This is an optimization exercise on Yosys and OpenROAD, whose aim is small area, a short achievable clock period and few clock cycles per item, not a production implementation.
In this exercise RTL edits were held to simulation tests only and were not proved equivalent to the original.

// kwf
module kwf (
    input  wire        clk,
    input  wire        rst,
    input  wire        cfg_we,
    input  wire [2:0]  cfg_addr,
    input  wire [63:0] cfg_wdata,
    input  wire        clr,
    input  wire        in_valid,
    output reg         in_ready,
    input  wire [1:0]  in_ch,
    input  wire [63:0] in_x,
    output reg         out_valid,
    output reg  [1:0]  out_ch,
    output reg  [63:0] out_y
);
    localparam NCH = 4;
    reg [63:0] r1 [0:2];
    reg [63:0] r2 [0:2];
    reg [2:0]  r1z, r2z;
    reg [63:0] x1 [0:NCH-1];
    reg [63:0] y1 [0:NCH-1];
    reg [63:0] s1 [0:NCH-1];
    reg [63:0] s2 [0:NCH-1];
    reg [3:0] zx1, zy1, zs1, zs2;
    reg rst_q, clr_q;
    always @(posedge clk) begin
        rst_q <= rst;
        clr_q <= clr;
    end
    reg [2:0] ph;
    wire ph0 = ph[0], ph1 = ph[1], ph2 = ph[2];
    always @(posedge clk)
        if (rst) ph <= 3'b001;
        else     ph <= {ph[1:0], ph[2]};
    reg        ib_v;
    reg [1:0]  ib_ch;
    reg [63:0] ib_x;
    reg        st0;             
    reg [7:1] rec_v;
    reg [1:0] rec_ch [1:7];
    wire haz = (rec_v[1] && rec_ch[1] == ib_ch) ||
               (rec_v[2] && rec_ch[2] == ib_ch) ||
               (rec_v[3] && rec_ch[3] == ib_ch);
    wire start = ph0 && ib_v && !haz;
    integer k;
    always @(posedge clk) begin
        if (in_ready) begin
            ib_x  <= in_x;
            ib_ch <= in_ch;
        end
        if (rst) begin
            ib_v     <= 1'b0;
            st0      <= 1'b0;
            rec_v    <= 7'd0;
            in_ready <= 1'b0;
        end else begin
            if (ph0) st0 <= start;
            in_ready <= ph1 && (!ib_v || st0);
            if (in_ready)      ib_v <= in_valid;
            else if (ph2 && st0) ib_v <= 1'b0;
            if (ph2) begin
                rec_v <= {rec_v[6:1], st0};
                if (clr_q) rec_v <= 7'd0;
            end else if (clr_q) rec_v <= 7'd0;
            if (clr_q) st0 <= 1'b0;
        end
        if (ph2) begin
            rec_ch[1] <= ib_ch;
            for (k = 2; k <= 7; k = k + 1) rec_ch[k] <= rec_ch[k-1];
        end
    end
  ...
Size: ~36,000 cells after synthesis, ~3,300 flip-flops, roughly 210 I/O pins, about 0.32 mm² of cells after synthesis.
Settings: LEC_CHECK=0, CAP_MARGIN=25, CELL_PAD_IN_SITES_DETAIL_PLACEMENT=1, CELL_PAD_IN_SITES_GLOBAL_PLACEMENT=1, CORE_MARGIN=2, CORE_UTILIZATION=40, SLEW_MARGIN=25, SETUP_SLACK_MARGIN=23, REMOVE_ABC_BUFFERS=1; clock period 30.0 ns.
standard.sh (not shown) runs the stock make flow with config.mk's settings and CLKGATE_MAP_FILE= SYNTH_SCRIPT=/design/flow/synth_recipe.tcl, a recipe that flattens the netlist after the stock synthesis.
==> flow/flow/run.sh <==
#!/bin/bash
# Standard layout (the standard.sh), with timing repair asked to aim
# for a much larger setup slack than the 30 ns clock needs, and ABC's
# buffers removed so that the resizer rebuffers the netlist.
set -e
cat >> config.mk <<'CFG'
export SETUP_SLACK_MARGIN = 23
export REMOVE_ABC_BUFFERS = 1
CFG
bash standard.sh > standard.log 2>&1
Testbench counts at the start, summed over its fixed seeds: cycles 14,494, items 4,800.
Rerun with:
--- a/flow/flow/run.sh
+++ b/flow/flow/run.sh
@@ -5,5 +5,5 @@
 set -e
 cat >> config.mk <<'CFG'
-export SETUP_SLACK_MARGIN = 23
+export SETUP_SLACK_MARGIN = 22.5
 export REMOVE_ABC_BUFFERS = 1
 CFG
--- a/flow/config.mk
+++ b/flow/config.mk
@@ -6,10 +6,10 @@
 export NUM_CORES = 8
 export LEC_CHECK = 0
-export CAP_MARGIN = 25
+export CAP_MARGIN = 30
 export CELL_PAD_IN_SITES_DETAIL_PLACEMENT = 1
 export CELL_PAD_IN_SITES_GLOBAL_PLACEMENT = 1
 export CORE_MARGIN = 2
 export CORE_UTILIZATION = 40
-export SLEW_MARGIN = 25
-export SETUP_SLACK_MARGIN = 23
+export SLEW_MARGIN = 30
+export SETUP_SLACK_MARGIN = 22.5
 export REMOVE_ABC_BUFFERS = 1
The new run completed with no timing, DRC or antenna violations.
Core utilization shrinks by 0.69 points.
Maximum frequency stays flat.
Non-clock buffer count came out lower by 256.
Clock-buffer cell count is higher by 21.
Die area stays the same.
Sequential cell count is unchanged.
Register-to-register slack hardly moves.
Cell count went down by about 0.6%.
Via count decreases by 0.78%.

## re-timing with driven ports
In the flow no input, the clock included, has a driving cell. The finished layouts below were timed again as built, in two steps.
Step 1: set_driving_cell puts a clkbuf_16 on clk and a buf_2 on each other input, an assumption about the parent block.
Step 2 adds t to the input delays and takes it off the output delays; t is the mean of the earliest and latest rising clock arrival at the registers after step 1. Input paths then give back, and output paths get back, about the clock's delay inside the block.
Three values: ideal, step 1, step 2; two values: the first two.
| run | t (ns) | slack for setup (ns) | worst register clock-pin slew, ns | cell pins on the clock port's net |
|---|---|---|---|---|
| the first run | 1.244 | 22.270 / 22.101 / 22.353 | 0.08 / 0.08 | 1 |
| the second run | 1.267 | 22.271 / 22.095 / 22.365 | 0.08 / 0.08 | 1 |
After both steps setup and hold are still met in every run listed.
